Context: an optimization exercise on an open-source flow, tuned for small area, a short achievable clock period and few clock cycles. The choices shown serve that exercise and are no tape-out recipe. Where RTL was checked, it was by simulation tests only, not by an equivalence proof against the original. Power is estimated from default activity; no workload was simulated.

// cmdproc
module cmdproc (
    input  wire        clk,
    input  wire        rst,           
    input  wire        start,
    input  wire [63:0] start_base,
    input  wire [31:0] start_count,
    output wire        idle,
    output wire        done,
    output wire        faulted,
    output wire [2:0]  f_code,
    output wire        f_hdr_valid,
    output wire [63:0] f_hdr_addr,
    output wire [31:0] f_hdr_word,
    output wire        f_call_valid,
    output wire [13:0] f_method,
    output wire [2:0]  f_subch,
    output wire [1:0]  f_argi,
    output wire        f_value_valid,
    output wire [31:0] f_value,
    output wire        xl_req,
    output wire [63:0] xl_va,
    input  wire        xl_rsp,
    input  wire        xl_err,
    input  wire [63:0] xl_pa,
    output wire        rd_req,
    output wire [63:0] rd_addr,
    input  wire        rd_rsp,
    input  wire        rd_err,
    input  wire [31:0] rd_data,
    output wire        ev_valid,
    output wire [2:0]  ev_kind,
    output wire [13:0] ev_method,
    output wire [2:0]  ev_subch,
    output wire [31:0] ev_value,
    output wire [1:0]  ev_rem,
    output wire [1:0]  ev_len,
    output wire [31:0] ev_code0,
    output wire [31:0] ev_code1,
    output wire [31:0] ev_code2
);
Size in the first run: about 1800 cells after synthesis, about 300 flip-flops, about 640 I/O pins, about 18000 sq um of cells after synthesis.
clock: 8.0 ns
lec_check: 0
cap_margin: 20
core_margin: 2
core_utilization: 40
setup_slack_margin: 5
slew_margin: 20
tns_end_percent: 10
standard.sh (not shown) runs the stock make flow with config.mk's settings and CLKGATE_MAP_FILE= SYNTH_SCRIPT=/design/flow/synth_recipe.tcl, a recipe that flattens the netlist after the stock synthesis.
==> flow/flow/run.sh <==
#!/bin/bash
# Standard layout, with the port buffers made from the smallest buffer cell.
set -e
export BUFFER_PORTS_ARGS="-buffer_cell sky130_fd_sc_hd__buf_1"
bash standard.sh > standard.log 2>&1
Rerun with:
==> flow/flow/run.sh (replaced) <==
#!/bin/bash
# Standard layout, with the port buffers made from the smallest buffer cell
# and a clock tree of small buffers without dummy loads.
set -e
export BUFFER_PORTS_ARGS="-buffer_cell sky130_fd_sc_hd__buf_1"
export CTS_ARGS="-sink_clustering_enable -repair_clock_nets -dont_use_dummy_load -buf_list sky130_fd_sc_hd__clkbuf_4"
bash standard.sh > standard.log 2>&1
Synthesized area is unchanged.
Cell area rose slightly.
Worst hold slack is worse by 0.0033 ns.
Final cell count rose by a few percent.
Routed wire length rose by a little under a tenth.
Clock skew rose by 0.032 ns.
Function was not checked in any run of this note: the RTL went through the layout flow alone.

---

## run C
Another version of the RTL of cmdproc (not shown whole).
Size in the first run: roughly 300 flip-flops, roughly 640 I/O pins, about 18000 µm² of cells after synthesis.
==> flow/config.mk <==
export PLATFORM = sky130hd
export DESIGN_NAME = cmdproc
export DESIGN_NICKNAME = cmdproc
export VERILOG_FILES = /design/flow/design.v
export SDC_FILE = /design/flow/constraint.sdc
export NUM_CORES = 4
export LEC_CHECK = 0
export CAP_MARGIN = 20
export CORE_MARGIN = 2
export CORE_UTILIZATION = 40
export SETUP_SLACK_MARGIN = 5
export SLEW_MARGIN = 20
export TNS_END_PERCENT = 4
==> flow/constraint.sdc <==
create_clock -name core_clock -period 8.0 [get_ports {clk}]
set_input_delay 1.6000 -clock core_clock [delete_from_list [all_inputs] [get_ports {clk}]]
set_output_delay 1.6000 -clock core_clock [all_outputs]
set_load 0.01 [all_outputs]
==> flow/flow/run.sh <==
#!/bin/bash
# Standard layout, with the port buffers made from the smallest buffer cell
# and a clock tree of small buffers without dummy loads.
set -e
export BUFFER_PORTS_ARGS="-buffer_cell sky130_fd_sc_hd__buf_1"
export CTS_ARGS="-sink_clustering_enable -repair_clock_nets -dont_use_dummy_load -buf_list sky130_fd_sc_hd__clkbuf_4"
bash standard.sh > standard.log 2>&1
Run C finished every step from synthesis to the final layout, and the layout passed the timing, DRC and antenna checks.
## Diff of input files: run B against run C
==> flow/flow/run.sh <==
#!/bin/bash
# Standard layout, with the port buffers made from the smallest buffer cell.
set -e
export BUFFER_PORTS_ARGS="-buffer_cell sky130_fd_sc_hd__buf_1"
bash standard.sh > standard.log 2>&1
Results
Run B ends up with a per-cell routed wire length that is 0.25 µm lower than in run C.
Clock group share of total power was lower in run C than in run B.
Run B vs. run C: share of the cycle needed by the critical path after routing went up by 0.65 points.
The worst setup slack of run B was inferior to that of run C.
Function was not checked in any run of this note: the RTL went through the layout flow alone.

---

Another version of the RTL of cmdproc (not shown whole).
Size: ~1800 cells after synthesis.
export LEC_CHECK = 0
export CAP_MARGIN = 20
export CORE_MARGIN = 2
export CORE_UTILIZATION = 40
export SETUP_SLACK_MARGIN = 5
export SLEW_MARGIN = 20
export TNS_END_PERCENT = 0
create_clock -name core_clock -period 8.0 [get_ports {clk}]
==> flow/flow/run.sh <==
#!/bin/bash
# Standard layout, with the port buffers made from the smallest buffer cell
# and a clock tree of small buffers without dummy loads.
set -e
export BUFFER_PORTS_ARGS="-buffer_cell sky130_fd_sc_hd__buf_1"
export CTS_ARGS="-sink_clustering_enable -repair_clock_nets -dont_use_dummy_load -buf_list sky130_fd_sc_hd__clkbuf_4"
bash standard.sh > standard.log 2>&1
Testbench counts at the start, summed over its fixed seeds: cycles 20,254.
==> next run, changes <==
==> flow/flow/run.sh (replaced) <==
#!/bin/bash
# Standard layout, with the port buffers made from the smallest buffer cell
# and a clock tree of clusters of about 16 flip-flops, without dummy loads.
set -e
export BUFFER_PORTS_ARGS="-buffer_cell sky130_fd_sc_hd__buf_1"
export CTS_ARGS="-sink_clustering_enable -repair_clock_nets -dont_use_dummy_load -buf_list sky130_fd_sc_hd__clkbuf_8 -sink_clustering_size 16 -sink_clustering_max_diameter 80"
bash standard.sh > standard.log 2>&1
- TNS_END_PERCENT: 0 -> 4
What happened: Fmax came out lower by 2.0%; clock-buffer cell count came out lower by 60; routed wire length came out higher by 11%; die area does not change; total power came out lower by 6.7%; sequential power barely changes; worst setup slack gets worse by 0.083 ns; global-route usage came out higher by 2.2 points; cell area came out higher by 3.3%; area after synthesis is unchanged.
==> next run, changes <==
==> flow/flow/run.sh (replaced) <==
#!/bin/bash
# Standard layout, with the port buffers made from the smallest buffer cell
# and a clock tree of small buffers without dummy loads.
set -e
export BUFFER_PORTS_ARGS="-buffer_cell sky130_fd_sc_hd__buf_1"
export CTS_ARGS="-sink_clustering_enable -repair_clock_nets -dont_use_dummy_load -buf_list sky130_fd_sc_hd__clkbuf_4"
bash standard.sh > standard.log 2>&1
- CORE_UTILIZATION: 40 -> 55
- PLACE_DENSITY: not set -> 0.68
Via count rises by about 4.4%.
Final cell count falls by about 2.7%.
Cell area rises by about 1%.
Total power rises by 9.0%.
Worst setup slack got worse by 0.056 ns.
Global-route usage rises by 13 points.
==> next run, changes <==
- CORE_UTILIZATION: 55 -> 40
- PLACE_DENSITY: 0.68 -> not set
- TNS_END_PERCENT: 4 -> 1
The new run went through all stages and came out clean. Sequential power stays flat. Critical path depth came out lower by 1. Setup slack gains 0.027 ns. Power went down by 0.31%. Final area fell by 3.7%. First-iteration DRC count barely changes. Clock skew rises by 0.017 ns. Flip-flop and latch count is unchanged. Cell count went up by 3.6%. Die area rises by 37%. Clock-buffer cell count goes up by 4.

## re-timing with driven ports
The flow's constraints put no driver on any port. The routed layouts listed below were extracted and timed again, unchanged, in two steps.
Step 1 (the two cells are an assumption about what drives the block):
set clk [get_ports {clk}]
set_driving_cell -lib_cell sky130_fd_sc_hd__clkbuf_16 $clk
set_driving_cell -lib_cell sky130_fd_sc_hd__buf_2 [delete_from_list [all_inputs] $clk]
Step 2 also shifts input and output timing later by t, the mid clock arrival at the registers, as if the neighbouring blocks saw the same clock.
Three values: ideal ports, drivers, drivers and shift; two values: the first two.
run | shift t [ns] | setup WS [ns] | worst hold slack (ns) | latest minus earliest clock arrival (ns) | worst register clock-pin slew, ns
the first run of note 1 | 0.603 | 3.877 / 3.828 / 3.639 | 0.478 / 0.478 / 0.478 | 0.032 / 0.032 | 0.06 / 0.06
the second run of note 1 | 0.820 | 3.881 / 3.832 / 3.298 | 0.475 / 0.475 / 0.475 | 0.072 / 0.072 | 0.07 / 0.07
run C | 0.829 | 3.804 / 3.602 / 3.404 | 0.474 / 0.474 / 0.474 | 0.108 / 0.108 | 0.07 / 0.07
run B | 0.599 | 3.753 / 3.654 / 3.398 | 0.470 / 0.470 / 0.470 | 0.016 / 0.017 | 0.06 / 0.06
the first run of note 3 | 0.831 | 3.887 / 3.811 / 3.296 | 0.463 / 0.463 / 0.463 | 0.147 / 0.147 | 0.07 / 0.07
the second run of note 3 | 0.642 | 3.804 / 3.782 / 3.728 | 0.510 / 0.510 / 0.510 | 0.125 / 0.124 | 0.12 / 0.12
the third run of note 3 | 0.756 | 3.748 / 3.713 / 3.476 | 0.480 / 0.480 / 0.480 | 0.096 / 0.096 | 0.07 / 0.07
the fourth run of note 3 | 0.842 | 3.775 / 3.751 / 3.391 | 0.505 / 0.505 / 0.505 | 0.123 / 0.123 | 0.07 / 0.07
After both steps every run listed still meets setup and hold. For the first run of note 3, which loses most, drivers alone change the setup slack by -0.076 ns; drivers and shift together by -0.591 ns.
